This design comes from an exercise in tuning for small area, a short achievable clock period and few clock cycles on the open sky130 flow, not from production work. Function was checked by simulation only, so behaviour that the tests miss may differ from the original. Power figures rest on the tool's default switching activity, not on a simulated workload.

--- flow/run.sh ---
#!/bin/bash
# synth_recipe.tcl (not shown) runs the flow's synth.tcl, then flattens the netlist and writes it again
# the make line also repeats each setting of config.mk as NAME=value (left out here)
make -C /OpenROAD-flow-scripts/flow DESIGN_CONFIG=/design/flow/config.mk WORK_HOME=/design/flow/orfs CLKGATE_MAP_FILE= SYNTH_SCRIPT=/design/flow/synth_recipe.tcl finish
--- flow/config.mk ---
export PLATFORM = sky130hd
export DESIGN_NAME = scc_chinj
export DESIGN_NICKNAME = scc_chinj
export VERILOG_FILES = /design/flow/design.v
export SDC_FILE = /design/flow/constraint.sdc
export NUM_CORES = 4
export LEC_CHECK = 0
export CAP_MARGIN = 20
export CORE_MARGIN = 2
export CORE_UTILIZATION = 60
export PLACE_DENSITY = 0.7
export SETUP_SLACK_MARGIN = 4
export SLEW_MARGIN = 20
--- flow/constraint.sdc ---
create_clock -name core_clock -period 10.0 [get_ports {clk}]
set_input_delay 2.0000 -clock core_clock [delete_from_list [all_inputs] [get_ports {clk}]]
set_output_delay 2.0000 -clock core_clock [all_outputs]
set_load 0.01 [all_outputs]
--- flow/design.v ---
module scc_chinj (
    input  wire        clk,
    input  wire        rst,
    input  wire        start,
    input  wire        seed_load,
    input  wire [31:0] seed_in,
    input  wire [31:0] txlen,
    input  wire [31:0] window,
    output wire        ready,
    output wire        done,
    output wire [31:0] seed_out,
    output wire [31:0] nflip,
    input  wire        in_valid,
    output wire        in_ready,
    input  wire [31:0] in_data,
    output wire        out_valid,
    input  wire        out_ready,
    output wire [31:0] out_data
);
    localparam [1:0] S_IDLE  = 2'd0,
                     S_SETUP = 2'd1,
                     S_RUN   = 2'd2,
                     S_DONE  = 2'd3;
    function [31:0] lstep(input [31:0] l);
        lstep = {l[30:0], l[31] ^ l[21] ^ l[1] ^ l[0]};
    endfunction
    function [31:0] lstep4(input [31:0] l);
        lstep4 = lstep(lstep(lstep(lstep(l))));
    endfunction
    function [31:0] lstep16(input [31:0] l);
        lstep16 = lstep4(lstep4(lstep4(lstep4(l))));
    endfunction
    function [12:0] sub12(input [11:0] a, input [11:0] b);
        reg [11:0] g, p, G, P;
        integer i, lv, k;
        begin
            g = ~a & b;
            p = ~(a ^ b);
            G = g; P = p;
            for (lv = 1; lv < 12; lv = lv * 2)
                for (i = 11; i >= 0; i = i - 1)
                    if ((i / lv) % 2 == 1) begin
                        k = (i / lv) * lv - 1;
                        G[i] = G[i] | (P[i] & G[k]);
                        P[i] = P[i] & P[k];
                    end
            sub12 = {G[11], a ^ b ^ {G[10:0], 1'b0}};
        end
    endfunction
    function [33:0] add33(input [32:0] a, input [32:0] b, input ci);
        reg [32:0] g, p, G, P;
        integer i, lv, k;
        begin
            g = a & b;
            p = a ^ b;
            G = g; P = p;
            G[0] = g[0] | (p[0] & ci);
            for (lv = 1; lv < 33; lv = lv * 2)
                for (i = 32; i >= 0; i = i - 1)
                    if ((i / lv) % 2 == 1) begin
                        k = (i / lv) * lv - 1;
                        G[i] = G[i] | (P[i] & G[k]);
                        P[i] = P[i] & P[k];
                    end
            add33 = {G[32], p ^ {G[31:0], ci}};
        end
    endfunction
    function [31:0] inc32(input [31:0] x);
        reg [31:0] A;
        integer i, lv, k;
        begin
            A = x;
            for (lv = 1; lv < 32; lv = lv * 2)
                for (i = 31; i >= 0; i = i - 1)
                    if ((i / lv) % 2 == 1) begin
                        k = (i / lv) * lv - 1;
                        A[i] = A[i] & A[k];
                    end
            inc32 = x ^ {A[30:0], 1'b1};
        end
    endfunction
    function [26:0] dec27(input [26:0] x);
        reg [26:0] A;
        integer i, lv, k;
        begin
            A = ~x;
            for (lv = 1; lv < 27; lv = lv * 2)
                for (i = 26; i >= 0; i = i - 1)
                    if ((i / lv) % 2 == 1) begin
                        k = (i / lv) * lv - 1;
                        A[i] = A[i] & A[k];
                    end
            dec27 = x ^ {A[25:0], 1'b1};
        end
    endfunction
    function [9:0] r4step(input [9:0] r, input [1:0] d, input [9:0] l, input [11:0] l3);
        reg [11:0] t;
        reg [12:0] d1, d2, d3;
        begin
            t  = {r, d};
            d1 = sub12(t, {2'b00, l});
            d2 = sub12(t, {1'b0, l, 1'b0});
            d3 = sub12(t, l3);
            r4step = !d3[12] ? d3[9:0] : !d2[12] ? d2[9:0] : !d1[12] ? d1[9:0] : t[9:0];
        end
    endfunction
    reg  [1:0]  state;
    reg  [31:0] lf;          
    reg  [31:0] nflip_r;
    reg  [31:0] wl;          
    reg  [31:0] rl;          
    reg  [31:0] gp;          
    reg  [31:0] fp;          
    reg  [31:0] buf_r;       
    reg  [31:0] out_r;       
    reg         lastq;       
    reg  [26:0] wcnt;        
    reg         part;        
    reg  [11:0] l3;          
    reg         narrow;      
    reg         rle;         
    reg         rlt;         
    reg         fv;          
    reg         act;         
    reg         a0, a1, a2, a3;    
    reg         ph;          
    reg  [9:0]  r0, r1, r2, r3;    
    reg  [7:0]  k1, k2, k3;        
    reg  [7:0]  h2, h3, g3;        
    reg  [9:0]  res;         
    reg         resv;
    reg         sl;          
    reg  [5:0]  scnt;        
    reg         fpend;       
    reg         bfull;
    reg         ov;
    wire [31:0] lf16 = lstep16(lf);
    reg  [31:0] lf_d;
    reg         ph_d;
    reg         a0_d;
    reg  [5:0]  scnt_d;
    reg  [3:0]  b0;
    reg         sbit;
    wire [31:0] lf16_d = lstep16(lf_d);
    always @(posedge clk) begin
        b0   <= ph_d ? lf_d[11:8] : lf16_d[15:12];
        sbit <= lf16_d[~scnt_d[3:0]];
    end
    wire [9:0]  l10   = wl[9:0];
    wire [9:0]  c0_in = r0;
    wire [9:0]  c0_m  = r4step(c0_in, b0[3:2], l10, l3);
    wire [9:0]  c0    = r4step(c0_m,  b0[1:0], l10, l3);
    wire [9:0]  c1_in = r1;
    wire [9:0]  c1_m  = r4step(c1_in, k1[7:6], l10, l3);
    wire [9:0]  c1    = r4step(c1_m,  k1[5:4], l10, l3);
    wire [9:0]  c2_in = r2;
    wire [9:0]  c2_m  = r4step(c2_in, k2[7:6], l10, l3);
    wire [9:0]  c2    = r4step(c2_m,  k2[5:4], l10, l3);
    wire [9:0]  c3_in = r3;
    wire [9:0]  c3_m  = r4step(c3_in, k3[7:6], l10, l3);
    wire [9:0]  c3    = r4step(c3_m,  k3[5:4], l10, l3);
    wire [32:0] sub_a = sl ? {fp, sbit} : {1'b0, rl};
    wire [33:0] sub_r = add33(sub_a, ~{1'b0, wl}, 1'b1);
    wire        sub_b = !sub_r[33];                  
    wire [31:0] s_rem = sub_b ? sub_a[31:0] : sub_r[31:0];
    wire        acc      = (state == S_IDLE || state == S_DONE) && start;
    wire        setup    = (state == S_SETUP);
    wire        running  = (state == S_RUN);
    wire        load     = in_valid && !bfull && (setup || running);
    wire        emit     = ov && out_ready && running;
    wire        cand     = running && (bfull || load);    
    wire        ofree    = !ov || out_ready;
    wire        fhit     = fpend && (fp[31:5] == 27'd0);
    wire        fapply   = fhit && cand;
    wire        wpend    = act || a0 || a1 || a2 || a3 || resv || sl;
    wire        wdone    = !wpend || (gp[31:5] != 27'd0);
    wire [31:0] fmask    = 32'h8000_0000 >> fp[4:0];
    wire        lastword = (wcnt == 27'd0) || (wcnt == 27'd1 && !part);
    wire [31:0] gp_dec   = {dec27(gp[31:5]), gp[4:0]};
    wire [31:0] fp_dec   = {dec27(fp[31:5]), fp[4:0]};
    wire        ffree    = !fpend || fapply;
    wire        xfer     = resv && ffree && running;
    wire        move     = cand && wdone && ofree && !xfer;
    wire [31:0] cword    = (bfull ? buf_r : in_data) ^ (fapply ? fmask : 32'd0);
    wire        pend     = ph;
    wire        stall    = a3 && pend && resv && !xfer;
    wire        pidle    = !a0 && !a1 && !a2 && !a3;
    wire        adv      = !pidle && !stall && running;
    wire        bound    = adv && pend;                 
    wire        can0     = act && fv && narrow && !rlt && running;
    wire        go0      = can0 && (pidle || (pend && !stall));
    wire        repl     = act && fv && rlt && running && pidle && !resv && !sl;
    wire        sfin     = sl && (scnt == 6'd32);
    wire        sbitc    = sl && !sfin;
    wire        sgo      = act && fv && !narrow && !rlt && running && pidle && !resv &&
                           !sl && !fpend && (gp[31:5] == 27'd0);
    wire        hand     = xfer || sfin;                
    wire        dstart   = go0 || sgo;                  
    wire [31:0] fs_a     = sl ? fp : gp;
    wire [9:0]  fs_b     = sl ? {5'd0, gp[4:0]} : res;
    wire [32:0] f_sum    = add33({1'b0, fs_a}, {23'd0, fs_b}, 1'b0);
    wire [32:0] g_sum    = add33({1'b0, gp}, {1'b0, wl}, 1'b0);
    wire [11:0] l3_new   = add33({23'd0, wl[9:0]}, {22'd0, wl[9:0], 1'b0}, 1'b0);
    assign ready     = (state == S_IDLE) || (state == S_DONE);
    assign done      = (state == S_DONE);
    assign seed_out  = lf;
    assign nflip     = nflip_r;
    assign in_ready  = !bfull;
    assign out_valid = ov;
    assign out_data  = out_r;
    always @(posedge clk) begin
        if (rst)
            state <= S_IDLE;
        else if (acc)
            state <= S_SETUP;
        else if (setup)
            state <= (rl == 32'd0) ? S_DONE : S_RUN;
        else if (running) begin
            if (emit && lastq)
                state <= S_DONE;
        end else
            state <= S_IDLE;
    end
    always @(posedge clk) begin
        l3     <= l3_new;
        narrow <= (wl[31:10] == 22'd0);
        rle    <= sub_b || (rl == wl);
        rlt    <= sub_b;
        fv     <= !(acc || dstart || repl || sl);
    end
    always @(posedge clk) begin
        if (rst || acc)
            act <= 1'b0;
        else if (setup)
            act <= (wl != 32'd0) && (rl != 32'd0);
        else if (dstart && rle)
            act <= 1'b0;
    end
    always @* begin
        if (rst || acc) begin
            a0_d = 1'b0;
            ph_d = 1'b0;
        end else if (go0) begin
            a0_d = 1'b1;
            ph_d = 1'b0;
        end else begin
            a0_d = bound ? 1'b0 : a0;
            ph_d = adv ? !ph : ph;
        end
    end
    always @(posedge clk) begin
        a0 <= a0_d;
        ph <= ph_d;
        if (rst || acc) begin
            a1 <= 1'b0;
            a2 <= 1'b0;
            a3 <= 1'b0;
        end else if (bound) begin
            a1 <= a0;
            a2 <= a1;
            a3 <= a2;
        end
    end
    always @(posedge clk) begin
        if (bound) begin
            k1 <= lf_d[23:16];
            h2 <= lf_d[15:8];
            k2 <= h2;
            h3 <= lf_d[7:0];
            g3 <= h3;
            k3 <= g3;
        end else if (adv) begin
            k1 <= {k1[3:0], 4'd0};
            k2 <= {k2[3:0], 4'd0};
            k3 <= {k3[3:0], 4'd0};
        end
    end
    always @(posedge clk) begin
        if (rst || acc)
            resv <= 1'b0;
        else if (bound && a3)
            resv <= 1'b1;
        else if (xfer)
            resv <= 1'b0;
    end
    always @(posedge clk) begin
        if (rst || acc)
            sl <= 1'b0;
        else if (sgo)
            sl <= 1'b1;
        else if (sfin)
            sl <= 1'b0;
    end
    always @* begin
        if (sgo)
            scnt_d = 6'd0;
        else if (sbitc)
            scnt_d = scnt + 6'd1;
        else
            scnt_d = scnt;
    end
    always @(posedge clk) scnt <= scnt_d;
    always @(posedge clk) begin
        if (rst || acc)
            fpend <= 1'b0;
        else if (hand)
            fpend <= 1'b1;
        else if (fapply)
            fpend <= 1'b0;
    end
    always @(posedge clk) begin
        if (rst || acc)
            bfull <= 1'b0;
        else if (move)
            bfull <= 1'b0;
        else if (load)
            bfull <= 1'b1;
    end
    always @(posedge clk) begin
        if (rst || acc)
            ov <= 1'b0;
        else if (move)
            ov <= 1'b1;
        else if (emit)
            ov <= 1'b0;
    end
    always @(posedge clk) begin
        if (acc)
            part <= (txlen[4:0] != 5'd0);
        else if (move && wcnt == 27'd0)
            part <= 1'b0;
    end
    always @* begin
        if (rst)
            lf_d = 32'd1;
        else if (acc && seed_load)
            lf_d = seed_in;
        else if ((adv && a0) || (sbitc && scnt[3:0] == 4'd15))
            lf_d = lf16;
        else
            lf_d = lf;
    end
    always @(posedge clk) lf <= lf_d;
    always @(posedge clk) begin
        if (bound || go0)
            r0 <= 10'd0;
        else if (adv && a0)
            r0 <= c0;
    end
    always @(posedge clk) if (bound ? a0 : (adv && a1)) r1 <= bound ? c0 : c1;
    always @(posedge clk) if (bound ? a1 : (adv && a2)) r2 <= bound ? c1 : c2;
    always @(posedge clk) if (bound ? a2 : (adv && a3)) r3 <= bound ? c2 : c3;
    always @(posedge clk) if (bound && a3) res <= c3;
    always @(posedge clk) begin
        if (acc)
            wl <= window;
        else if (repl)
            wl <= rl;
    end
    always @(posedge clk) begin
        if (acc)
            rl <= txlen;
        else if (dstart)
            rl <= sub_r[31:0];
    end
    always @(posedge clk) begin
        if (acc)
            wcnt <= txlen[31:5];
        else if (move && wcnt != 27'd0)
            wcnt <= dec27(wcnt);
    end
    always @(posedge clk) begin
        if (rst)
            nflip_r <= 32'd0;
        else if (acc || hand)
            nflip_r <= acc ? 32'd0 : inc32(nflip_r);
    end
    always @(posedge clk) begin
        if (acc || hand || move)
            gp <= acc ? 32'd0 : hand ? g_sum[31:0] : gp_dec;
    end
    always @(posedge clk) begin
        if (hand || move || sgo || sbitc)
            fp <= hand ? f_sum[31:0] : move ? fp_dec : (sgo ? 32'd0 : s_rem);
    end
    always @(posedge clk) begin
        if (cand || load)
            buf_r <= cword;
    end
    always @(posedge clk) begin
        if (move)
            out_r <= cword;
    end
    always @(posedge clk) begin
        if (rst || acc)
            lastq <= 1'b0;
        else if (move)
            lastq <= lastword;
    end
endmodule
==> results_tabular.tex, run 1 <==
\begin{tabular}{lr}
\hline
Metric & Value \\
\hline
\multicolumn{2}{l}{\textbf{Synthesis}} \\
\quad Main combinational cell family by area after synthesis & adder cells \\
\quad Synthesized netlist cell count & 3,883 \\
\quad Post-synthesis share of cell area spent on and, or, nand and nor gates & 0.144 \\
\quad Async set or reset register ratio after synthesis & 0 \\
\quad Count of different cell masters after synthesis & 95 \\
\quad Most used standard cells in the synthesized netlist & nand2\_1 (363), ha\_1 (354), edfxtp\_1 (308), nor2\_1 (295), inv\_1 (245) \\
\quad Parity-gate share of the synthesized area counting xor and xnor cells & 0.103 \\
\quad Sequential-to-total area share from yosys stat & 0.318 \\
\quad Number of warnings reported in the yosys synthesis log & 1 \\
\quad Adder and majority cell fraction of the synthesized area & 0.180 \\
\quad Synth Net Count & 4,476 \\
\quad Most used standard cell by instance count after synthesis & nand2\_1 \\
\quad Multiplexer fraction of the synthesized cell area & 0.0449 \\
\quad Library cell occupying the most area in the post-synthesis netlist & edfxtp\_1 \\
\quad Top cell type's share of synthesized area & 0.255 \\
\quad Post-synthesis cell area & 0.0363 mm\^{}2 \\
\quad Dominant synthesized flop cell & edfxtp\_1 \\
\quad Top cells by area in the synthesized netlist & edfxtp\_1 (25\%), ha\_1 (12\%), dfxtp\_1 (6.3\%) \\
\quad Count of flip-flops with a built-in enable after synthesis & 308 \\
\quad Average cell area after synthesis & 9.35 um\^{}2 \\
\quad Complex-gate fraction of the synthesized area & 0.167 \\
\quad Post-synthesis register bit count & 423 \\
\multicolumn{2}{l}{\textbf{Layout}} \\
\quad Share of post-route cells with drive strength above 1 & 0.187 \\
\quad FILL cells & 4,099 \\
\quad Area delta synth->final & 25.9\% \\
\quad Number of nets in the finished design & 4,927 \\
\quad Final design utilization & 0.760 \\
\multicolumn{2}{l}{\textbf{Routing}} \\
\quad Overall via count from detail\_route & roughly 34,000 \\
\quad Detail-routed net length per standard cell & 25.5 um \\
\quad Via/cell ratio & 6.65 \\
\quad Iter 0 DRT Violations & 4,096 \\
\quad Final Routed Wirelength & 132 mm \\
\quad Length of the first detailed-routing pass in iterations & 6 \\
\quad Count of unresolved DRC violations after routing & 0 \\
\quad Remaining antenna violation count after routing & 0 \\
\multicolumn{2}{l}{\textbf{Timing}} \\
\quad Sum of negative setup slack & 0 ns \\
\quad Tcrit/Tclk final & 0.641 \\
\quad Pin slew with the least headroom to its limit & 1.18 ns \\
\quad Clock Skew & 0.0472 ns \\
\quad Tmin final & 6.41 ns \\
\quad Worst-case headroom to the max-slew limit & 0.213 \\
\quad RSZ-0062 raised after global routing & true \\
\quad Number of endpoints failing setup at the final stage & 0 \\
\quad Fmax & roughly 0.16 GHz \\
\quad Hold violation total from the final report & 0 \\
\quad Final slew viol count & 0 \\
\multicolumn{2}{l}{\textbf{Worst setup path}} \\
\quad Critical Setup Path Class & reg2reg \\
\quad CP most frequent cell & a21o\_1 \\
\quad Worst flop-to-flop path startpoint & wl[0] \\
\quad WP data arrival & 6.76 ns \\
\quad Worst-path cell with the longest stage delay & edfxtp\_1 \\
\quad Peak per-stage delay on the critical path & 0.44 ns \\
\quad Data required time at the worst endpoint & 10.35 ns \\
\quad Top fanout value on the critical path & 5 \\
\quad Worst setup path startpoint & wl[0] \\
\quad Capturing element type of the critical path & register \\
\quad Type of element launching the critical path & register \\
\multicolumn{2}{l}{\textbf{Job}} \\
\quad Max-cap violations & 0 \\
\multicolumn{2}{l}{\textbf{Placed design}} \\
\quad Final RePlAce weighted congestion & roughly 1.0 \\
\quad Count of input and output buffers & around 230 \\
\quad Detail Placement HPWL & 90.7 mm \\
\multicolumn{2}{l}{\textbf{GRT}} \\
\quad Grt total ovfl & 0 \\
\quad Number of global-route vias before repair & 32,700 \\
\quad Total GRT Usage & 0.395 \\
\quad Antenna violations before repair & 2 \\
\quad Maximum number of pins on one net before global-route repair & 69 \\
\quad Global-route wire length before repair & $\sim$190 mm \\
\multicolumn{2}{l}{\textbf{Floorplan}} \\
\quad Area enclosed by the die boundary & 0.0625 mm\^{}2 \\
\quad Std-Cell Core Area & 0.0601 mm\^{}2 \\
\quad Starting utilization of the core area & 0.604 \\
\quad Boundary Pins & 234 \\
\quad Num rows & 90 \\
\quad Die Y & between 200 and 300 um \\
\quad Horizontal die dimension & approximately 250 um \\
\multicolumn{2}{l}{\textbf{Clock tree}} \\
\quad Clock transition at the registers of the reported paths & 0.06 ns \\
\quad \# clock sinks & 423 \\
\quad Clock network latency to the later pin of the worst-skew pair & $\sim$0.64 ns \\
\quad H-tree level count & 2 \\
\quad Hold bufs inserted after CTS & 0 \\
\quad Clock tree from TritonCTS & done \\
\quad Number of buffers created by CTS & between 50 and 60 \\
\quad Cell at the root of the clock tree & clkbuf\_16 \\
\quad Number of buffers on the longest clock path & 3 \\
\multicolumn{2}{l}{\textbf{Pwr}} \\
\quad Static Leakage & around 18 nW \\
\quad Largest vdd supply drop & 251 uV \\
\quad Pwr dens & 344 mW/mm\^{}2 \\
\multicolumn{2}{l}{\textbf{Status}} \\
\quad Status & timing/DRC/antenna clean \\
\multicolumn{2}{l}{\textbf{Hold path}} \\
\quad Hold path startpoint & h3[4] \\
\quad Class of the tightest hold or removal check & reg2reg \\
\hline
\end{tabular}
==> final timing paths <==
| path | endpoint | slack, ns | cells after the start |
|---|---|---|---|
| worst max-delay path | r3[6] | 3.59 | 32 |
| worst min-delay path | g3[4] | 0.42 | 0 |
| worst max register to register | r3[6] | 3.59 | 32 |
| worst min register to register | g3[4] | 0.42 | 0 |
==> state kept, by name, indices dropped and copies added (netlist names), 12 cells and up <==
register	flops
out_r	32
rl	32
gp	32
fp	32
wcnt	27
buf_r	32
lf	32
wl	32
nflip_r	32
l3	12
==> cells by family (layout without fill, tap and decap cells) <==
group | count (synthesis) | after routing
muxes | 156 | 156
AOI/OAI and AO/OA | 912 | 912
xor gates and xnor gates | 405 | 405
and+or+nand+nor | 1116 | 1120
adders and majority gates | 459 | 459
DFF | 423 | 423
buffers and inverters | 412 | 901
other | 0 | 2
==> power breakdown <==
group / internal, mW / switching, mW
Clock: 1.16 / 0.819
Sequential: 2.32 / 0.316
Combinational: 4.88 / 6.24
==> critical path, delay by kind of cell (launching register included) <==
kind	cells	cell delay [ns]
adder cells (fa/ha/maj)	2	0.47
multiplexers	1	0.09
AO/OA/AOI/OAI	20	3.85
buffers and inverters	4	0.58
AND/OR/NAND/NOR	5	0.67
flip-flops	1	0.44
==> metrics by stage <==
step | cells | power (mW) | setup WS [ns] | hold slack (ns) | area (um^2)
floorplan | 3883 | 8.27 | 3.58 | 0.400 | 36800
global placement | 4792 | 10.3 | 2.39 | 0.400 | 39900
detailed placement | 4792 | 10.4 | 2.26 | 0.405 | 39900
CTS | 5029 | 13.6 | 3.92 | 0.417 | 43600
global route | 5158 | 16.3 | 3.47 | 0.424 | 45700
finish | 5160 | 15.7 | 3.59 | 0.418 | 45700
==> cells in the final DEF (no fill, tap or decap), drive strengths merged, types with 31 or more instances in the layout <==
master	n
buf	317
o21ai	201
xor2	195
and2	45
nor2	295
ha	354
nand2	364
nor4	37
o211ai	31
nand4	34
a21boi	33
a21oi	208
a211oi	36
nor2b	53
nand3	73
mux2i	110
edfxtp	308
xnor2	199
a21o	75
clkbuf	71
nor3	83
clkdlybuf4s50	233
nand2b	34
mux2	46
o21a	73
dfxtp	115
inv	246
fa	105
==> repair_timing <==
item | 4_1_cts | 5_1_grt
resized for setup | 179 | 225
pin swaps | 78 | 162
setup buffers | 139 | 119
gates cloned | 3 | 9
endpoints found under the setup margin | 87 | 80
hold endpoints to repair | 0 | 0
==> layout make-up <==
type / count / area (um^2) / area share
multi-input combinational: 3052 / 25300 / 0.553
sequential: 423 / 11600 / 0.253
timing repair buffer: 556 / 5190 / 0.114
clock buffer: 67 / 1420 / 0.0310
tap: 782 / 978 / 0.0214
inverter: 250 / 951 / 0.0208
clock inverter: 28 / 337 / 0.00736
antenna: 2 / 5.00 / 0.000109
==> layer usage <==
metal / global-route usage / part of all wire
met1: 0.527 / 0.38
met2: 0.636 / 0.45
met3: 0.0635 / 0.11
met4: 0.176 / 0.063
met5: 0 / 0
Testbench counts, summed over its fixed seeds: cycles 13,522.
==> run 2: changes to the inputs <==
--- a/flow/design.v
+++ b/flow/design.v
@@ -163,7 +163,8 @@
     wire [33:0] sub_r = add33(sub_a, ~{1'b0, wl}, 1'b1);
     wire        sub_b = !sub_r[33];                  
     wire [31:0] s_rem = sub_b ? sub_a[31:0] : sub_r[31:0];
-    wire        acc      = (state == S_IDLE || state == S_DONE) && start;
+    wire        lastx    = (state == S_RUN) && ov && lastq && out_ready;
+    wire        acc      = (state == S_IDLE || state == S_DONE || lastx) && start;
     wire        setup    = (state == S_SETUP);
     wire        running  = (state == S_RUN);
     wire        load     = in_valid && !bfull && (setup || running);
@@ -201,8 +202,8 @@
     wire [32:0] f_sum    = add33({1'b0, fs_a}, {23'd0, fs_b}, 1'b0);
     wire [32:0] g_sum    = add33({1'b0, gp}, {1'b0, wl}, 1'b0);
     wire [11:0] l3_new   = add33({23'd0, wl[9:0]}, {22'd0, wl[9:0], 1'b0}, 1'b0);
-    assign ready     = (state == S_IDLE) || (state == S_DONE);
-    assign done      = (state == S_DONE);
+    assign ready     = (state == S_IDLE) || (state == S_DONE) || lastx;
+    assign done      = (state == S_DONE) || lastx;
     assign seed_out  = lf;
     assign nflip     = nflip_r;
     assign in_ready  = !bfull;
@@ -216,8 +217,8 @@
         else if (setup)
             state <= (rl == 32'd0) ? S_DONE : S_RUN;
         else if (running) begin
-            if (emit && lastq)
-                state <= S_DONE;
+            if (lastx)
+                state <= S_IDLE;
         end else
             state <= S_IDLE;
     end
--- a/flow/config.mk
+++ b/flow/config.mk
@@ -9,5 +9,5 @@
 export CORE_MARGIN = 2
 export CORE_UTILIZATION = 60
 export PLACE_DENSITY = 0.7
-export SETUP_SLACK_MARGIN = 4
+export SETUP_SLACK_MARGIN = 3
 export SLEW_MARGIN = 20
==> run 2 against run 1 <==
Still clean. Clock skew decreased by 0.029 ns. Combinational power decreased by 44%. Fmax decreased by 4.8%. Highest routed layer is now met5. Synthesized area decreased by 1.8%. Largest cell class unchanged.
==> results_tabular.tex, run 2 <==
\begin{tabular}{lr}
\hline
Metric & Value \\
\hline
\multicolumn{2}{l}{\textbf{Status}} \\
\quad Status & timing/DRC/antenna clean \\
\multicolumn{2}{l}{\textbf{Placed design}} \\
\quad Post-Place Cell Area & 0.0390 mm\^{}2 (-2.2\%) \\
\quad Final RePlAce weighted congestion & 0.989 (-0.70\%) \\
\quad Detail Placement HPWL & 83.6 mm (-7.8\%) \\
\quad Count of input and output buffers & 233 (unchanged) \\
\multicolumn{2}{l}{\textbf{Synthesis}} \\
\quad Count of flip-flops with a built-in enable after synthesis & 308 (unchanged) \\
\quad Synth Net Count & 4,378 (-2.2\%) \\
\quad Post-synthesis register bit count & 423 (unchanged) \\
\quad Post-synthesis cell area & 0.0357 mm\^{}2 (-1.8\%) \\
\quad Library cell occupying the most area in the post-synthesis netlist & edfxtp\_1 \\
\quad Most used standard cells in the synthesized netlist & nand2\_1 (390), ha\_1 (354), edfxtp\_1 (308), nor2\_1 (281), inv\_1 (261) \\
\quad Sequential-to-total area share from yosys stat & 0.324 (+0.00582) \\
\quad Synthesized netlist cell count & 3,785 (-2.5\%) \\
\quad Average cell area after synthesis & 9.42 um\^{}2 (+0.74\%) \\
\quad Most used standard cell by instance count after synthesis & nand2\_1 \\
\quad Async set or reset register ratio after synthesis & 0 (unchanged) \\
\quad Dominant synthesized flop cell & edfxtp\_1 \\
\quad Number of warnings reported in the yosys synthesis log & 1 (unchanged) \\
\quad Top cell type's share of synthesized area & 0.259 (+0.00466) \\
\quad Count of different cell masters after synthesis & 86 (-9.5\%) \\
\quad Top cells by area in the synthesized netlist & edfxtp\_1 (26\%), ha\_1 (12\%), dfxtp\_1 (6.5\%) \\
\multicolumn{2}{l}{\textbf{Worst setup path}} \\
\quad Type of element launching the critical path & primary input \\
\quad Worst-path cell with the longest stage delay & a311oi\_4 \\
\quad Worst reg2reg path depth & 32 (unchanged) \\
\quad Top fanout value on the critical path & 7 (+2) \\
\quad Reg-to-reg critical path endpoint & r2[0] \\
\quad Worst-case register-to-register setup slack & 3.30 ns (-0.29 ns) \\
\quad Data required time at the worst endpoint & 10.49 ns (+0.14 ns) \\
\quad Critical Setup Path Class & in2reg \\
\quad Capturing element type of the critical path & register \\
\quad List of cells traversed by the critical path & clkdlybuf4s50\_1, nor2b\_1, o2111ai\_2, a22oi\_2, nand3\_1, a311oi\_4, nor2\_1, mux2\_2, mux2i\_2, xnor3\_1, xnor3\_1, or3\_1, nand4\_1, nor2\_1, mux2i\_1, nand2\_1, o31ai\_2 \\
\quad Peak per-stage delay on the critical path & 0.60 ns (+0.16 ns) \\
\quad Worst flop-to-flop path startpoint & wl[1] \\
\quad WP data arrival & 7.22 ns (+0.46 ns) \\
\multicolumn{2}{l}{\textbf{GRT}} \\
\quad Number of global-route vias before repair & 30,200 (-7.7\%) \\
\quad Total GRT Usage & 0.360 (-0.0354) \\
\quad Maximum number of pins on one net before global-route repair & 83 (+20\%) \\
\quad Antenna violations before repair & 4 (+2) \\
\quad Global-route wire length before repair & 171 mm (-11\%) \\
\quad Grt total ovfl & 0 (unchanged) \\
\multicolumn{2}{l}{\textbf{Timing}} \\
\quad Final slew viol count & 0 (unchanged) \\
\quad Worst-case headroom to the max-slew limit & 0.280 (+0.0669) \\
\quad Number of endpoints failing setup at the final stage & 0 (unchanged) \\
\quad Hold violation total from the final report & 0 (unchanged) \\
\quad Fmax & 0.149 GHz (-4.8\%) \\
\quad Tightest hold margin & 0.415 ns (-0.00356 ns) \\
\quad Tcrit/Tclk final & 0.673 (+0.0326) \\
\quad RSZ-0062 raised after global routing & false \\
\quad Clock Skew & 0.0185 ns (-0.0286 ns) \\
\quad Pin slew with the least headroom to its limit & 1.07 ns (-0.102 ns) \\
\quad Sum of negative setup slack & 0 ns (unchanged) \\
\quad Tmin final & 6.73 ns (+0.326 ns) \\
\multicolumn{2}{l}{\textbf{Clock tree}} \\
\quad Number of buffers on the longest clock path & 3 (unchanged) \\
\quad Cell at the root of the clock tree & clkbuf\_16 \\
\quad Clock network latency to the later pin of the worst-skew pair & 0.61 ns (-0.03 ns) \\
\quad \# clock sinks & 423 (unchanged) \\
\quad Clock tree from TritonCTS & done \\
\quad Clock transition at the registers of the reported paths & 0.06 ns (about the same) \\
\quad H-tree level count & 2 (unchanged) \\
\quad Number of buffers created by CTS & 49 (-3.9\%) \\
\quad Hold bufs inserted after CTS & 0 (unchanged) \\
\multicolumn{2}{l}{\textbf{Floorplan}} \\
\quad Die Y & 248 um (-0.89\%) \\
\quad Num rows & 89 (-1.1\%) \\
\quad Boundary Pins & 234 (unchanged) \\
\quad Std-Cell Core Area & 0.0589 mm\^{}2 (-2.0\%) \\
\quad Starting utilization of the core area & 0.606 (+0.00147) \\
\quad Horizontal die dimension & 248 um (-0.89\%) \\
\quad Area enclosed by the die boundary & 0.0614 mm\^{}2 (-1.8\%) \\
\multicolumn{2}{l}{\textbf{Routing}} \\
\quad Detail-routed net length per standard cell & 23.2 um (-9.1\%) \\
\quad Via/cell ratio & 6.29 (-5.5\%) \\
\quad Remaining antenna violation count after routing & 0 (unchanged) \\
\quad Count of unresolved DRC violations after routing & 0 (unchanged) \\
\quad Length of the first detailed-routing pass in iterations & 6 (unchanged) \\
\quad Iter 0 DRT Violations & 2,633 (-36\%) \\
\quad Final Routed Wirelength & 113 mm (-14\%) \\
\quad Overall via count from detail\_route & 30,500 (-11\%) \\
\multicolumn{2}{l}{\textbf{Layout}} \\
\quad Most used cells in the layout excluding fill and tap cells & nand2\_1 (385), ha\_1 (353), edfxtp\_1 (308) \\
\quad Number of nets in the finished design & 4,639 (-5.8\%) \\
\quad Post-layout instance area & 0.0413 mm\^{}2 (-9.6\%) \\
\quad Most common cell after layout, fill and taps aside & nand2\_1 \\
\quad Share of post-route cells with drive strength above 1 & 0.0958 (-0.0909) \\
\quad Area delta synth->final & 15.9\% \\
\multicolumn{2}{l}{\textbf{Pwr}} \\
\quad Pwr dens & 251 mW/mm\^{}2 (-27\%) \\
\quad Largest vdd supply drop & 462 uV (+84\%) \\
\quad Static Leakage & 16.9 nW (-8.5\%) \\
\multicolumn{2}{l}{\textbf{Hold path}} \\
\quad Hold Path End & g3[1] \\
\quad Hold path startpoint & h3[1] \\
\quad Worst hold path stage count & 0 (unchanged) \\
\quad Class of the tightest hold or removal check & reg2reg \\
\multicolumn{2}{l}{\textbf{Job}} \\
\quad Max-cap violations & 0 (unchanged) \\
\hline
\end{tabular}
[run 2: timing repair]
action / CTS / global route
endpoints found under the setup margin: 66 / 51
cloned: 0 / 2
pin swaps: 2 / 12
resized for setup: 47 / 95
setup buffers: 20 / 33
[run 2: area by class of cell]
cell class                      instances  area, um^2
Sequential cell                       423       11600
Fill cell                            4467       17600
Clock buffer                           58        1280
Tap cell                              773         967
Clock inverter                         28         246
Timing Repair Buffer                  343        3220
Multi-Input combinational cell       2965       23100
Inverter                              264         998
Antenna cell                            1        2.50
[run 2: critical path, delay by kind of cell]
kind | cells | cell delay, ns
mux | 3 | 0.78
buf+inv | 1 | 0.48
xor+xnor | 2 | 1.03
simple gates | 7 | 1.18
compound gates | 4 | 1.73
[run 2: power breakdown]
part	switching (mW)	total, mW	internal (mW)	leakage [nW]
clock network	0.778	1.77	0.993	0.741
logic	3.64	6.27	2.63	12.3
registers	0.170	2.35	2.18	3.88
total	4.59	10.4	5.80	16.9
[run 2: kinds of logic after synthesis]
logic type / after synthesis / synth area share
AO/OA/AOI/OAI: 827 / 0.148
XOR/XNOR: 390 / 0.101
adder cells (fa/ha/maj): 459 / 0.183
buffers and inverters: 398 / 0.0422
flip-flops: 423 / 0.324
multiplexers: 209 / 0.0614
AND/OR/NAND/NOR: 1079 / 0.140
[run 2: worst max path at each step]
| stage | cells after the start | end | start | slack (ns) |
|---|---|---|---|---|
| 6_report | 17 | sbit | in_valid | 3.27 |
| 3_5_place_dp | 17 | sbit | in_valid | 2.23 |
| 2_1_floorplan | 31 | r1[0] | wl[1] | 3.02 |
| 3_3_place_gp | 17 | sbit | in_valid | 2.28 |
| 5_1_grt | 33 | r2[0] | wl[0] | 2.97 |
| 4_1_cts | 35 | r3[0] | wl[0] | 3.00 |
[run 2: per-layer routing]
metal / vias up / part of all wire / track usage
met1: 14800 / 0.41 / 0.477
met3: 311 / 0.082 / 0.0574
li1: 13900 / - / -
met2: 1447 / 0.46 / 0.574
met5: - / 0.00032 / 0
met4: 6 / 0.050 / 0.175
[run 2: stage by stage]
step	total power, mW	util	cells	setup WS [ns]
2_1_floorplan	6.42	-	3785	3.02
3_3_place_gp	7.86	0.662	4713	2.28
3_5_place_dp	8.04	0.662	4713	2.23
4_1_cts	9.98	0.693	4819	3.00
5_1_grt	11.0	0.702	4854	2.97
6_report	10.4	0.702	4855	3.27
Testbench counts of run 2, summed over its fixed seeds: cycles 13,330.
==> run 3: changes to the inputs <==
--- a/flow/config.mk
+++ b/flow/config.mk
@@ -9,5 +9,5 @@
 export CORE_MARGIN = 2
 export CORE_UTILIZATION = 60
 export PLACE_DENSITY = 0.7
-export SETUP_SLACK_MARGIN = 3
+export SETUP_SLACK_MARGIN = 2.5
 export SLEW_MARGIN = 20
==> run 3 against run 2 <==
Sequential power barely moved. Synthesized cell count unchanged. Via count is 0.79% lower. Fmax down 5.9%. Clock power is 13% higher. Design area down 0.53%. Register-to-register slack worse by 0.42 ns. Worst hold slack barely moved. Final cell count decreased by 0.33%. Sequential share of layout area is 0.15 points higher. Still clean on timing, DRC and antenna. Critical path depth stayed put. Worst setup slack got worse by 0.42 ns.
==> results_tabular.tex, run 3 <==
\begin{tabular}{lr}
\hline
Metric & Value \\
\hline
\multicolumn{2}{l}{\textbf{Floorplan}} \\
\quad Horizontal die dimension & 248 um (unchanged) \\
\quad Num rows & 89 (unchanged) \\
\quad Starting utilization of the core area & 0.606 (unchanged) \\
\quad Boundary Pins & 234 (unchanged) \\
\quad Std-Cell Core Area & 0.0589 mm\^{}2 (unchanged) \\
\quad Area enclosed by the die boundary & 0.0614 mm\^{}2 (unchanged) \\
\quad Die Y & 248 um (unchanged) \\
\multicolumn{2}{l}{\textbf{Layout}} \\
\quad Share of post-route cells with drive strength above 1 & 0.0821 (-0.0137) \\
\quad Area delta synth->final & 15.3\% \\
\quad Final design utilization & 0.698 (-0.00374) \\
\quad Antenna Diode Count & 0 (-1) \\
\quad FILL cells & 4,569 (+2.3\%) \\
\quad Most used cells in the layout excluding fill and tap cells & nand2\_1 (386), ha\_1 (353), edfxtp\_1 (308) \\
\quad Post-layout instance area & 0.0411 mm\^{}2 (-0.53\%) \\
\quad Number of nets in the finished design & 4,619 (-0.43\%) \\
\quad Most common cell after layout, fill and taps aside & nand2\_1 \\
\multicolumn{2}{l}{\textbf{GRT}} \\
\quad Global-route wire length before repair & 171 mm (+0.23\%) \\
\quad Total GRT Usage & 0.363 (+0.00303) \\
\quad Maximum number of pins on one net before global-route repair & 83 (unchanged) \\
\quad Antenna violations before repair & 2 (-2) \\
\quad Grt total ovfl & 0 (unchanged) \\
\quad Number of global-route vias before repair & 29,700 (-1.6\%) \\
\multicolumn{2}{l}{\textbf{Timing}} \\
\quad Pin slew with the least headroom to its limit & 1.11 ns (+0.0325 ns) \\
\quad Hold violation total from the final report & 0 (unchanged) \\
\quad Post-route setup slack & 2.84 ns (-0.423 ns) \\
\quad Clock Skew & 0.0303 ns (+0.0118 ns) \\
\quad Number of endpoints failing setup at the final stage & 0 (unchanged) \\
\quad Tmin final & 7.16 ns (+0.423 ns) \\
\quad Fmax & 0.140 GHz (-5.9\%) \\
\quad Worst-case headroom to the max-slew limit & 0.262 (-0.0183) \\
\quad Final slew viol count & 0 (unchanged) \\
\quad Tcrit/Tclk final & 0.716 (+0.0423) \\
\quad Sum of negative setup slack & 0 ns (unchanged) \\
\quad RSZ-0062 raised after global routing & false \\
\multicolumn{2}{l}{\textbf{Clock tree}} \\
\quad \# clock sinks & 423 (unchanged) \\
\quad Number of buffers on the longest clock path & 3 (unchanged) \\
\quad H-tree level count & 2 (unchanged) \\
\quad Clock network latency to the later pin of the worst-skew pair & 0.62 ns (about the same) \\
\quad Number of buffers created by CTS & 49 (unchanged) \\
\quad Clock transition at the registers of the reported paths & 0.06 ns (about the same) \\
\quad Cell at the root of the clock tree & clkbuf\_16 \\
\quad Clock tree from TritonCTS & done \\
\multicolumn{2}{l}{\textbf{Job}} \\
\quad Max-cap violations & 0 (unchanged) \\
\multicolumn{2}{l}{\textbf{Synthesis}} \\
\quad Library cell occupying the most area in the post-synthesis netlist & edfxtp\_1 \\
\quad Most used standard cell by instance count after synthesis & nand2\_1 \\
\quad Sequential-to-total area share from yosys stat & 0.324 (unchanged) \\
\quad Top cells by area in the synthesized netlist & edfxtp\_1 (26\%), ha\_1 (12\%), dfxtp\_1 (6.5\%) \\
\quad Synthesized netlist cell count & 3,785 (unchanged) \\
\quad Post-synthesis cell area & 0.0357 mm\^{}2 (unchanged) \\
\quad Count of different cell masters after synthesis & 86 (unchanged) \\
\quad Synth Net Count & 4,378 (unchanged) \\
\quad Most used standard cells in the synthesized netlist & nand2\_1 (390), ha\_1 (354), edfxtp\_1 (308), nor2\_1 (281), inv\_1 (261) \\
\quad Dominant synthesized flop cell & edfxtp\_1 \\
\quad Top cell type's share of synthesized area & 0.259 (unchanged) \\
\quad Post-synthesis register bit count & 423 (unchanged) \\
\quad Average cell area after synthesis & 9.42 um\^{}2 (unchanged) \\
\quad Number of warnings reported in the yosys synthesis log & 1 (unchanged) \\
\quad Count of flip-flops with a built-in enable after synthesis & 308 (unchanged) \\
\quad Async set or reset register ratio after synthesis & 0 (unchanged) \\
\multicolumn{2}{l}{\textbf{Worst setup path}} \\
\quad Type of element launching the critical path & primary input \\
\quad Peak per-stage delay on the critical path & 0.68 ns (+0.08 ns) \\
\quad WP data arrival & 7.68 ns (+0.46 ns) \\
\quad Data required time at the worst endpoint & 10.52 ns (+0.03 ns) \\
\quad Worst-path cell with the longest stage delay & nand2\_1 \\
\quad Worst flop-to-flop path startpoint & wl[1] \\
\quad Critical Setup Path Class & in2reg \\
\quad Top fanout value on the critical path & 26 (+19) \\
\quad Worst setup path startpoint & in\_valid \\
\quad Capturing element type of the critical path & register \\
\quad List of cells traversed by the critical path & clkdlybuf4s50\_1, nor2b\_1, o2111ai\_1, a22oi\_2, nand2\_1, a21oi\_1, nand3\_1, xnor2\_1, mux2i\_2, xnor3\_1, xnor3\_1, or3\_1, nand4\_1, nor2\_1, mux2i\_1, nand2\_1, o31ai\_2 \\
\multicolumn{2}{l}{\textbf{Pwr}} \\
\quad Largest vdd supply drop & 268 uV (-42\%) \\
\quad Static Leakage & 16.8 nW (-0.28\%) \\
\quad Post-layout total power & 10.4 mW (+0.23\%) \\
\quad Pwr dens & 253 mW/mm\^{}2 (+0.77\%) \\
\multicolumn{2}{l}{\textbf{Routing}} \\
\quad Iter 0 DRT Violations & 2,776 (+5.4\%) \\
\quad Length of the first detailed-routing pass in iterations & 7 (+1) \\
\quad Detail-routed net length per standard cell & 23.4 um (+0.80\%) \\
\quad Final Routed Wirelength & 113 mm (+0.47\%) \\
\quad Remaining antenna violation count after routing & 0 (unchanged) \\
\quad Overall via count from detail\_route & 30,300 (-0.79\%) \\
\quad Via/cell ratio & 6.26 (-0.47\%) \\
\quad Count of unresolved DRC violations after routing & 0 (unchanged) \\
\multicolumn{2}{l}{\textbf{Placed design}} \\
\quad Detail Placement HPWL & 85.1 mm (+1.9\%) \\
\quad Final RePlAce weighted congestion & 0.962 (-2.7\%) \\
\quad Worst-case setup slack after placement & 1.95 ns (-0.282 ns) \\
\quad Post-Place Cell Area & 0.0390 mm\^{}2 (about the same) \\
\quad Count of input and output buffers & 233 (unchanged) \\
\multicolumn{2}{l}{\textbf{Status}} \\
\quad Status & timing/DRC/antenna clean \\
\multicolumn{2}{l}{\textbf{Hold path}} \\
\quad Hold path startpoint & h3[6] \\
\quad Class of the tightest hold or removal check & reg2reg \\
\hline
\end{tabular}
## run 3: cell counts after synthesis
Identical to the previous run, type by type.
## run 3: final timing paths
check | end | slack [ns] | cells past startpoint
worst max-delay path | sbit | 2.84 | 17
worst min-delay path | g3[6] | 0.41 | 0
worst max register to register | r2[7] | 2.88 | 31
worst min register to register | g3[6] | 0.41 | 0
## run 3: power breakdown
part / switching (mW) / internal, mW / leakage (nW)
Combinational: 3.55 / 2.51 / 12.1
Sequential: 0.175 / 2.18 / 3.88
Clock: 0.801 / 1.20 / 0.855
Total: 4.53 / 5.88 / 16.8
## run 3: area by class of cell
class / instances / area [um^2] / share of cell area
multi-input combinational: 2964 / 22800 / 0.555
sequential: 423 / 11600 / 0.281
timing repair buffer: 324 / 3020 / 0.0735
clock buffer: 57 / 1310 / 0.0318
inverter: 264 / 998 / 0.0243
tap: 773 / 967 / 0.0235
clock inverter: 34 / 457 / 0.0111
## run 3: cell families after synthesis
logic type                 after synthesis  share of synthesized area
xor gates and xnor gates               390                      0.101
muxes                                  209                     0.0614
DFF                                    423                      0.324
buffers and inverters                  398                     0.0422
AOI/OAI and AO/OA                      827                      0.148
and+or+nand+nor                       1079                      0.140
adders and majority gates              459                      0.183
## run 3: repair_timing
item,CTS,global route
pin swaps,2,4
gates resized for setup,9,56
endpoints found under the setup margin,27,50
setup buffers,7,20
hold buffers,0,0
## run 3: per-layer routing
layer	part of all wire	track usage
met1	0.40	0.476
met2	0.46	0.585
met3	0.084	0.0635
met4	0.050	0.167
met5	0	0
## run 3: worst max-delay path: cells and delay by family
family          cells  cell delay, ns
simple gates        7            1.77
mux                 2            0.59
buf+inv             1            0.50
xor+xnor            3            1.29
compound gates      4            1.50
## run 3: metrics by stage
step                cells  hold WS [ns]
detailed placement   4721         0.407
global route         4839         0.425
finish               4839         0.414
CTS                  4819         0.418
global placement     4721         0.402
floorplan            3785         0.400
==> run 4: changes to the inputs <==
--- a/flow/config.mk
+++ b/flow/config.mk
@@ -9,5 +9,5 @@
 export CORE_MARGIN = 2
 export CORE_UTILIZATION = 60
 export PLACE_DENSITY = 0.7
-export SETUP_SLACK_MARGIN = 2.5
+export SETUP_SLACK_MARGIN = 3.5
 export SLEW_MARGIN = 20
==> run 4 against run 3 <==
Still clean on timing, DRC and antenna. Fmax grew 11%. Worst setup slack gained 0.71 ns. Global-route usage shrank 0.072 points. Worst hold slack gained 0.0061 ns. Power grew 6.7%. Wire length grew 2.2%. Design area grew 3.5%. Clock-buffer cell count grew 1. Largest power group unchanged.
==> results_tabular.tex, run 4 <==
\begin{tabular}{lr}
\hline
Metric & Value \\
\hline
\multicolumn{2}{l}{\textbf{Timing}} \\
\quad RSZ-0062 raised after global routing & true \\
\quad Hold violation total from the final report & 0 (unchanged) \\
\quad Tcrit/Tclk final & 0.644 (-0.0712) \\
\quad Number of endpoints failing setup at the final stage & 0 (unchanged) \\
\quad Clock Skew & 0.0254 ns (-0.00490 ns) \\
\quad Pin slew with the least headroom to its limit & 1.04 ns (-0.0683 ns) \\
\quad Fmax & 0.155 GHz (+11\%) \\
\quad Tmin final & 6.44 ns (-0.712 ns) \\
\quad Worst-case headroom to the max-slew limit & 0.307 (+0.0448) \\
\quad Sum of negative setup slack & 0 ns (unchanged) \\
\quad Final slew viol count & 0 (unchanged) \\
\multicolumn{2}{l}{\textbf{Placed design}} \\
\quad Post-Place Cell Area & 0.0391 mm\^{}2 (+0.22\%) \\
\quad Final RePlAce weighted congestion & 0.942 (-2.1\%) \\
\quad Count of input and output buffers & 233 (unchanged) \\
\quad Detail Placement HPWL & 83.8 mm (-1.6\%) \\
\multicolumn{2}{l}{\textbf{Worst setup path}} \\
\quad Sum of buffers and inverters on the critical path & 5 (+4) \\
\quad Data required time at the worst endpoint & 10.33 ns (-0.19 ns) \\
\quad WP data arrival & 6.78 ns (-0.90 ns) \\
\quad Worst reg2reg path depth & 34 (+9.7\%) \\
\quad Worst-case register-to-register setup slack & 3.56 ns (+0.68 ns) \\
\quad Reg-to-reg critical path endpoint & r2[9] \\
\quad Type of element launching the critical path & register \\
\quad Worst-path cell with the longest stage delay & edfxtp\_1 \\
\quad Critical Setup Path Class & reg2reg \\
\quad Worst flop-to-flop path startpoint & wl[0] \\
\quad Peak per-stage delay on the critical path & 0.48 ns (-0.20 ns) \\
\quad Top fanout value on the critical path & 6 (-77\%) \\
\quad Capturing element type of the critical path & register \\
\quad Kind of cell with the highest combined delay on the critical path & compound AO/OA/AOI/OAI gates \\
\multicolumn{2}{l}{\textbf{Routing}} \\
\quad Length of the first detailed-routing pass in iterations & 8 (+1) \\
\quad Iter 0 DRT Violations & 2,485 (-10\%) \\
\quad Overall via count from detail\_route & 31,000 (+2.3\%) \\
\quad Final Routed Wirelength & 116 mm (+2.2\%) \\
\quad Count of unresolved DRC violations after routing & 0 (unchanged) \\
\quad Remaining antenna violation count after routing & 0 (unchanged) \\
\quad Detail-routed net length per standard cell & 23.5 um (+0.27\%) \\
\quad Via/cell ratio & 6.28 (+0.40\%) \\
\multicolumn{2}{l}{\textbf{Hold path}} \\
\quad Worst hold path stage count & 0 (unchanged) \\
\quad Hold path startpoint & h3[5] \\
\quad Hold Path End & g3[5] \\
\quad Class of the tightest hold or removal check & reg2reg \\
\multicolumn{2}{l}{\textbf{Synthesis}} \\
\quad Post-synthesis register bit count & 423 (unchanged) \\
\quad Async set or reset register ratio after synthesis & 0 (unchanged) \\
\quad Library cell occupying the most area in the post-synthesis netlist & edfxtp\_1 \\
\quad Top cells by area in the synthesized netlist & edfxtp\_1 (26\%), ha\_1 (12\%), dfxtp\_1 (6.5\%) \\
\quad Most used standard cells in the synthesized netlist & nand2\_1 (390), ha\_1 (354), edfxtp\_1 (308), nor2\_1 (281), inv\_1 (261) \\
\quad Sequential-to-total area share from yosys stat & 0.324 (unchanged) \\
\quad Post-synthesis cell area & 0.0357 mm\^{}2 (unchanged) \\
\quad Top cell type's share of synthesized area & 0.259 (unchanged) \\
\quad Count of flip-flops with a built-in enable after synthesis & 308 (unchanged) \\
\quad Dominant synthesized flop cell & edfxtp\_1 \\
\quad Number of warnings reported in the yosys synthesis log & 1 (unchanged) \\
\quad Most used standard cell by instance count after synthesis & nand2\_1 \\
\quad Synth Net Count & 4,378 (unchanged) \\
\quad Synthesized netlist cell count & 3,785 (unchanged) \\
\quad Average cell area after synthesis & 9.42 um\^{}2 (unchanged) \\
\quad Count of different cell masters after synthesis & 86 (unchanged) \\
\multicolumn{2}{l}{\textbf{Pwr}} \\
\quad Pwr dens & 261 mW/mm\^{}2 (+3.1\%) \\
\quad Static Leakage & 17.4 nW (+3.4\%) \\
\quad Largest vdd supply drop & 409 uV (+53\%) \\
\multicolumn{2}{l}{\textbf{GRT}} \\
\quad Maximum number of pins on one net before global-route repair & 77 (-7.2\%) \\
\quad Number of global-route vias before repair & 30,500 (+2.8\%) \\
\quad Met3 global-route usage & 0.0630 (-0.000433) \\
\quad GRT met2 Usage & 0.601 (+0.0161) \\
\quad Global-route wire length before repair & 171 mm (about the same) \\
\quad Total GRT Usage & 0.362 (-0.000724) \\
\quad Antenna violations before repair & 1 (-1) \\
\quad Most Crowded Layer GR & met2 \\
\quad Met1 routing resource usage after global routing & 0.460 (-0.0155) \\
\quad Grt total ovfl & 0 (unchanged) \\
\multicolumn{2}{l}{\textbf{Floorplan}} \\
\quad Die Y & 248 um (unchanged) \\
\quad Std-Cell Core Area & 0.0589 mm\^{}2 (unchanged) \\
\quad Boundary Pins & 234 (unchanged) \\
\quad Horizontal die dimension & 248 um (unchanged) \\
\quad Num rows & 89 (unchanged) \\
\quad Starting utilization of the core area & 0.606 (unchanged) \\
\quad Area enclosed by the die boundary & 0.0614 mm\^{}2 (unchanged) \\
\multicolumn{2}{l}{\textbf{Layout}} \\
\quad Most common cell after layout, fill and taps aside & nand2\_1 \\
\quad Register area & 0.0116 mm\^{}2 (unchanged) \\
\quad Area delta synth->final & 19.4\% \\
\quad Number of nets in the finished design & 4,715 (+2.1\%) \\
\quad Most used cells in the layout excluding fill and tap cells & nand2\_1 (384), ha\_1 (348), edfxtp\_1 (308) \\
\quad Footprint of the multi-input gates & 0.0235 mm\^{}2 (+3.0\%) \\
\quad FILL cells & 4,343 (-4.9\%) \\
\quad Share of post-route cells with drive strength above 1 & 0.127 (+0.0453) \\
\quad Post-layout instance area & 0.0426 mm\^{}2 (+3.5\%) \\
\multicolumn{2}{l}{\textbf{Clock tree}} \\
\quad Number of buffers on the longest clock path & 3 (unchanged) \\
\quad Clock network latency to the later pin of the worst-skew pair & 0.63 ns (about the same) \\
\quad Number of buffers created by CTS & 48 (-2.0\%) \\
\quad Clock tree from TritonCTS & done \\
\quad Hold bufs inserted after CTS & 0 (unchanged) \\
\quad \# clock sinks & 423 (unchanged) \\
\quad Cell at the root of the clock tree & clkbuf\_16 \\
\quad H-tree level count & 2 (unchanged) \\
\quad Clock transition at the registers of the reported paths & 0.07 ns (about the same) \\
\multicolumn{2}{l}{\textbf{Status}} \\
\quad Status & timing/DRC/antenna clean \\
\multicolumn{2}{l}{\textbf{Job}} \\
\quad Max-cap violations & 0 (unchanged) \\
\hline
\end{tabular}
-- run 4: cell counts after synthesis --
No cell type changed its count.
-- run 4: worst max path at each step --
stage | slack [ns] | cells after the start | end | startpoint
2_1_floorplan | 3.34 | 31 | r2[0] | wl[1]
3_3_place_gp | 2.65 | 30 | r2[8] | l3[1]
3_5_place_dp | 2.50 | 30 | r2[8] | l3[1]
4_1_cts | 3.51 | 34 | r3[7] | wl[0]
5_1_grt | 3.30 | 36 | r3[0] | wl[0]
6_report | 3.56 | 34 | r2[9] | wl[0]
-- run 4: cell families after synthesis --
group / synth area share
multiplexers: 0.0614
AND/OR/NAND/NOR: 0.140
adder cells (fa/ha/maj): 0.183
AO/OA/AOI/OAI: 0.148
XOR/XNOR: 0.101
flip-flops: 0.324
buffers and inverters: 0.0422
-- run 4: layout make-up --
class,count,share of cell area
Multi-Input combinational cell,2965,0.552
Sequential cell,423,0.271
Timing Repair Buffer,420,0.0917
Clock buffer,58,0.0298
Inverter,264,0.0237
Tap cell,773,0.0227
Clock inverter,29,0.00884
Antenna cell,1,0.0000588
-- run 4: report_power, final --
group	total, mW	internal [mW]	leakage [nW]	switching, mW
Clock	1.89	1.09	0.779	0.794
Combinational	6.90	2.99	12.8	3.91
Sequential	2.33	2.18	3.88	0.149
-- run 4: timing repair --
item | CTS | global route
gates resized for setup | 74 | 154
setup buffers | 39 | 86
setup endpoints to repair | 76 | 81
pin swaps | 6 | 84
gates cloned | 2 | 3
-- run 4: worst register-to-register path, delay by kind of cell (launching register included) --
kind / cells / cell delay (ns)
compound gates: 17 / 2.98
flops: 1 / 0.48
xor+xnor: 1 / 0.18
fa+ha+maj: 4 / 0.92
simple gates: 6 / 0.84
buf+inv: 5 / 0.68
mux: 1 / 0.13
-- run 4: through the flow --
| stage | power, mW | util | setup slack, ns | hold slack (ns) | instances |
|---|---|---|---|---|---|
| 2_1_floorplan | 6.51 | - | 3.34 | 0.400 | 3785 |
| 3_3_place_gp | 7.89 | 0.664 | 2.65 | 0.401 | 4715 |
| 3_5_place_dp | 8.09 | 0.664 | 2.50 | 0.408 | 4715 |
| 4_1_cts | 10.2 | 0.701 | 3.51 | 0.421 | 4843 |
| 5_1_grt | 11.7 | 0.723 | 3.30 | 0.428 | 4933 |
| 6_report | 11.1 | 0.723 | 3.56 | 0.421 | 4933 |
-- run 4: metal layers --
layer	wire (um)	vias up	part of all wire
met5	0	-	0
met4	6380	0	0.055
met3	10200	410	0.088
met2	53300	1520	0.46
met1	45900	15000	0.40
li1	-	14100	-
==> run 5: changes to the inputs <==
--- a/flow/config.mk
+++ b/flow/config.mk
@@ -7,7 +7,7 @@
 export LEC_CHECK = 0
 export CAP_MARGIN = 20
 export CORE_MARGIN = 2
-export CORE_UTILIZATION = 60
-export PLACE_DENSITY = 0.7
-export SETUP_SLACK_MARGIN = 3.5
+export CORE_UTILIZATION = 70
+export PLACE_DENSITY = 0.8
+export SETUP_SLACK_MARGIN = 3
 export SLEW_MARGIN = 20
==> run 5 against run 4 <==
Non-clock buffer count down 54. Clock power up 4%. Sequential share of layout area up 0.69 points. Synthesized area did not move. Combinational power down 7.0%. Critical path depth is 1 lower. Critical endpoint unchanged. Largest cell class unchanged. Highest routed layer unchanged.
==> results_tabular.tex, run 5 <==
\begin{tabular}{lr}
\hline
Metric & Value \\
\hline
\multicolumn{2}{l}{\textbf{Placed design}} \\
\quad Placed instance count & 4,611 (-2.2\%) \\
\quad Count of input and output buffers & 233 (unchanged) \\
\quad Detail Placement HPWL & 83.0 mm (-0.91\%) \\
\quad Post-Place Cell Area & 0.0389 mm\^{}2 (-0.61\%) \\
\quad Final RePlAce weighted congestion & 1.02 (+8.3\%) \\
\multicolumn{2}{l}{\textbf{GRT}} \\
\quad Maximum number of pins on one net before global-route repair & 84 (+9.1\%) \\
\quad Grt total ovfl & 0 (unchanged) \\
\quad Total GRT Usage & 0.427 (+0.0647) \\
\quad Number of global-route vias before repair & 31,800 (+4.1\%) \\
\quad Antenna violations before repair & 2 (+1) \\
\quad Global-route wire length before repair & 176 mm (+3.2\%) \\
\multicolumn{2}{l}{\textbf{Synthesis}} \\
\quad Dominant synthesized flop cell & edfxtp\_1 \\
\quad Top cells by area in the synthesized netlist & edfxtp\_1 (26\%), ha\_1 (12\%), dfxtp\_1 (6.5\%) \\
\quad Post-synthesis cell area & 0.0357 mm\^{}2 (unchanged) \\
\quad Count of flip-flops with a built-in enable after synthesis & 308 (unchanged) \\
\quad Library cell occupying the most area in the post-synthesis netlist & edfxtp\_1 \\
\quad Async set or reset register ratio after synthesis & 0 (unchanged) \\
\quad Post-synthesis share of cell area spent on and, or, nand and nor gates & 0.140 (unchanged) \\
\quad Complex-gate fraction of the synthesized area & 0.148 (unchanged) \\
\quad Adder and majority cell fraction of the synthesized area & 0.183 (unchanged) \\
\quad Main combinational cell family by area after synthesis & adder cells \\
\quad Count of different cell masters after synthesis & 86 (unchanged) \\
\quad Sequential-to-total area share from yosys stat & 0.324 (unchanged) \\
\quad Number of warnings reported in the yosys synthesis log & 1 (unchanged) \\
\quad Most used standard cells in the synthesized netlist & nand2\_1 (390), ha\_1 (354), edfxtp\_1 (308), nor2\_1 (281), inv\_1 (261) \\
\quad Multiplexer fraction of the synthesized cell area & 0.0614 (unchanged) \\
\quad Synth Net Count & 4,378 (unchanged) \\
\quad Most used standard cell by instance count after synthesis & nand2\_1 \\
\quad Average cell area after synthesis & 9.42 um\^{}2 (unchanged) \\
\quad Synthesized netlist cell count & 3,785 (unchanged) \\
\quad Parity-gate share of the synthesized area counting xor and xnor cells & 0.101 (unchanged) \\
\quad Top cell type's share of synthesized area & 0.259 (unchanged) \\
\quad Post-synthesis register bit count & 423 (unchanged) \\
\multicolumn{2}{l}{\textbf{Worst setup path}} \\
\quad Capturing element type of the critical path & register \\
\quad WP data arrival & 7.15 ns (+0.37 ns) \\
\quad Peak per-stage delay on the critical path & 0.43 ns (-0.05 ns) \\
\quad Data required time at the worst endpoint & 10.30 ns (-0.03 ns) \\
\quad CP most frequent cell & a21o\_1 \\
\quad Worst-path cell with the longest stage delay & edfxtp\_1 \\
\quad Type of element launching the critical path & register \\
\quad Critical Setup Path Class & reg2reg \\
\quad Top fanout value on the critical path & 8 (+2) \\
\multicolumn{2}{l}{\textbf{Clock tree}} \\
\quad H-tree level count & 2 (unchanged) \\
\quad Clock tree from TritonCTS & done \\
\quad Clock network latency to the later pin of the worst-skew pair & 0.60 ns (-0.03 ns) \\
\quad Number of buffers on the longest clock path & 3 (unchanged) \\
\quad Clock transition at the registers of the reported paths & 0.07 ns (about the same) \\
\quad Number of buffers created by CTS & 47 (-2.1\%) \\
\quad \# clock sinks & 423 (unchanged) \\
\quad Cell at the root of the clock tree & clkbuf\_16 \\
\multicolumn{2}{l}{\textbf{Pwr}} \\
\quad Internal power summed over all cells & 6.05 mW (-3.4\%) \\
\quad Largest vdd supply drop & 182 uV (-56\%) \\
\quad Static Leakage & 17.1 nW (-1.9\%) \\
\quad Pwr dens & 259 mW/mm\^{}2 (-0.87\%) \\
\quad Seq pwr share & 0.219 (+0.010) \\
\quad Switching fraction of total power & 0.438 (+0.000631) \\
\quad Net switching power & 4.70 mW (-3.2\%) \\
\quad Power share of the clock group & 0.183 (+0.013) \\
\quad Comb power frac & 0.597 (-0.024) \\
\multicolumn{2}{l}{\textbf{Job}} \\
\quad Max-cap violations & 0 (unchanged) \\
\multicolumn{2}{l}{\textbf{Timing}} \\
\quad Final slew viol count & 0 (unchanged) \\
\quad Pin slew with the least headroom to its limit & 1.09 ns (+0.0467 ns) \\
\quad Tcrit/Tclk final & 0.685 (+0.0408) \\
\quad Worst-case headroom to the max-slew limit & 0.276 (-0.0303) \\
\quad Fmax & 0.146 GHz (-6.0\%) \\
\quad Clock Skew & 0.0259 ns (+0.000517 ns) \\
\quad Sum of negative setup slack & 0 ns (unchanged) \\
\quad Hold violation total from the final report & 0 (unchanged) \\
\quad Tmin final & 6.85 ns (+0.408 ns) \\
\quad Number of endpoints failing setup at the final stage & 0 (unchanged) \\
\quad RSZ-0062 raised after global routing & false \\
\multicolumn{2}{l}{\textbf{Routing}} \\
\quad Via/cell ratio & 6.64 (+5.8\%) \\
\quad Detail-routed net length per standard cell & 24.2 um (+3.2\%) \\
\quad Count of unresolved DRC violations after routing & 0 (unchanged) \\
\quad Iter 0 DRT Violations & 3,358 (+35\%) \\
\quad Final Routed Wirelength & 116 mm (about the same) \\
\quad Length of the first detailed-routing pass in iterations & 8 (unchanged) \\
\quad Remaining antenna violation count after routing & 0 (unchanged) \\
\quad Overall via count from detail\_route & 31,700 (+2.5\%) \\
\multicolumn{2}{l}{\textbf{Floorplan}} \\
\quad Area enclosed by the die boundary & 0.0528 mm\^{}2 (-14\%) \\
\quad Boundary Pins & 234 (unchanged) \\
\quad Starting utilization of the core area & 0.710 (+0.104) \\
\quad Num rows & 82 (-7.9\%) \\
\quad Horizontal die dimension & 230 um (-7.3\%) \\
\quad Die Y & 230 um (-7.3\%) \\
\quad Std-Cell Core Area & 0.0503 mm\^{}2 (-15\%) \\
\multicolumn{2}{l}{\textbf{Layout}} \\
\quad Post-layout instance area & 0.0415 mm\^{}2 (-2.5\%) \\
\quad Share of post-route cells with drive strength above 1 & 0.0997 (-0.0278) \\
\quad Most common cell after layout, fill and taps aside & nand2\_1 \\
\quad Number of nets in the finished design & 4,659 (-1.2\%) \\
\quad Most used cells in the layout excluding fill and tap cells & nand2\_1 (383), ha\_1 (353), edfxtp\_1 (308) \\
\quad Area delta synth->final & 16.4\% \\
\quad Cell Count, Final, Fillers Out & 4,778 (-3.1\%) \\
\multicolumn{2}{l}{\textbf{Hold path}} \\
\quad Class of the tightest hold or removal check & reg2reg \\
\multicolumn{2}{l}{\textbf{Status}} \\
\quad Status & timing/DRC/antenna clean \\
\hline
\end{tabular}
## run 5: cell counts after synthesis
No cell type changed its count.
## run 5: area by class of cell
cell class	instances	area [um^2]
Clock inverter	31	472
Fill cell	3069	8740
Multi-Input combinational cell	2964	23000
Antenna cell	2	5.00
Inverter	264	995
Tap cell	672	841
Sequential cell	423	11600
Clock buffer	56	1250
Timing Repair Buffer	366	3410
## run 5: critical path, delay by kind of cell, from the launching register on
| family | cells | cell delay (ns) |
|---|---|---|
| and+or+nand+nor | 7 | 1.20 |
| adders and majority gates | 2 | 0.60 |
| AOI/OAI and AO/OA | 18 | 3.34 |
| DFF | 1 | 0.43 |
| muxes | 2 | 0.32 |
| buffers and inverters | 4 | 0.65 |
## run 5: layer usage
metal	GRT usage	vias up	wire [um]
met5	0	-	0
met4	0.249	0	8070
met3	0.0730	518	12800
li1	-	14000	-
met1	0.541	15100	42000
met2	0.691	2158	52900
## run 5: power groups by stage
stage	clock [mW]	sequential [mW]	combinational, mW
after global placement	0	2.38	5.34
after detailed placement	0	2.39	5.62
after global routing	2.03	2.36	6.90
after floorplan	0	2.36	4.06
final	1.97	2.36	6.42
after CTS	1.97	2.35	5.81
## run 5: stage by stage
| stage | total power [mW] | utilization | hold slack, ns | setup WS, ns |
|---|---|---|---|---|
| finish | 10.7 | 0.826 | 0.426 | 3.15 |
| floorplan | 6.42 | - | 0.400 | 3.02 |
| global route | 11.3 | 0.826 | 0.427 | 2.88 |
| detailed placement | 8.01 | 0.773 | 0.405 | 2.34 |
| CTS | 10.1 | 0.813 | 0.426 | 3.00 |
| global placement | 7.72 | 0.773 | 0.400 | 2.48 |
## run 5: final timing paths
path | from | cells after the start | slack [ns] | end
setup reg to reg | wl[1] | 33 | 3.15 | r2[9]
hold / removal | h3[3] | 0 | 0.43 | g3[3]
setup / recovery | wl[1] | 33 | 3.15 | r2[9]
hold reg to reg | h3[3] | 0 | 0.43 | g3[3]
## run 5: logic make-up (layout without fill, tap and decap cells)
logic type | Yosys count | after routing
AOI/OAI and AO/OA | 827 | 827
xor gates and xnor gates | 390 | 390
adders and majority gates | 459 | 459
buffers and inverters | 398 | 717
DFF | 423 | 423
muxes | 209 | 209
other | 0 | 2
and+or+nand+nor | 1079 | 1079
## run 5: timing repair
item,in CTS,in global routing
hold buffers,0,0
buffers inserted,25,52
resized for setup,35,86
gates cloned,0,1
pin swaps,1,22
endpoints found under the hold margin,0,0
endpoints found under the setup margin,51,71

## what the ideal ports hide
No port has a modelled driver above. Below, the same layouts with a new extraction and two added sets of constraints.
Step 1, drivers: a clkbuf_16 drives clk and a buf_2 each remaining input, both assumed.
Step 2 times the ports against the registers' clock, not the clock port: input delays grow and output delays shrink by t, the midpoint of the rising clock arrivals with the driver on.
a / b / c = ideal ports / drivers / drivers and shift; a / b = the first two.
run	t, ns	setup WS [ns]	worst hold slack (ns)	pins driven straight from the clock port
run 1	0.677	3.593 / 3.593 / 3.494	0.418 / 0.418 / 0.418	1
run 2	0.669	3.267 / 3.297 / 2.639	0.415 / 0.415 / 0.415	1
run 3	0.669	2.845 / 2.876 / 2.207	0.414 / 0.414 / 0.414	1
run 4	0.680	3.557 / 3.557 / 3.028	0.421 / 0.421 / 0.421	1
run 5	0.647	3.148 / 3.148 / 2.647	0.426 / 0.426 / 0.426	1
After both steps setup and hold are still met in every run listed. For run 3, which loses most, drivers alone change the setup slack by +0.031 ns; drivers and shift together by -0.638 ns.
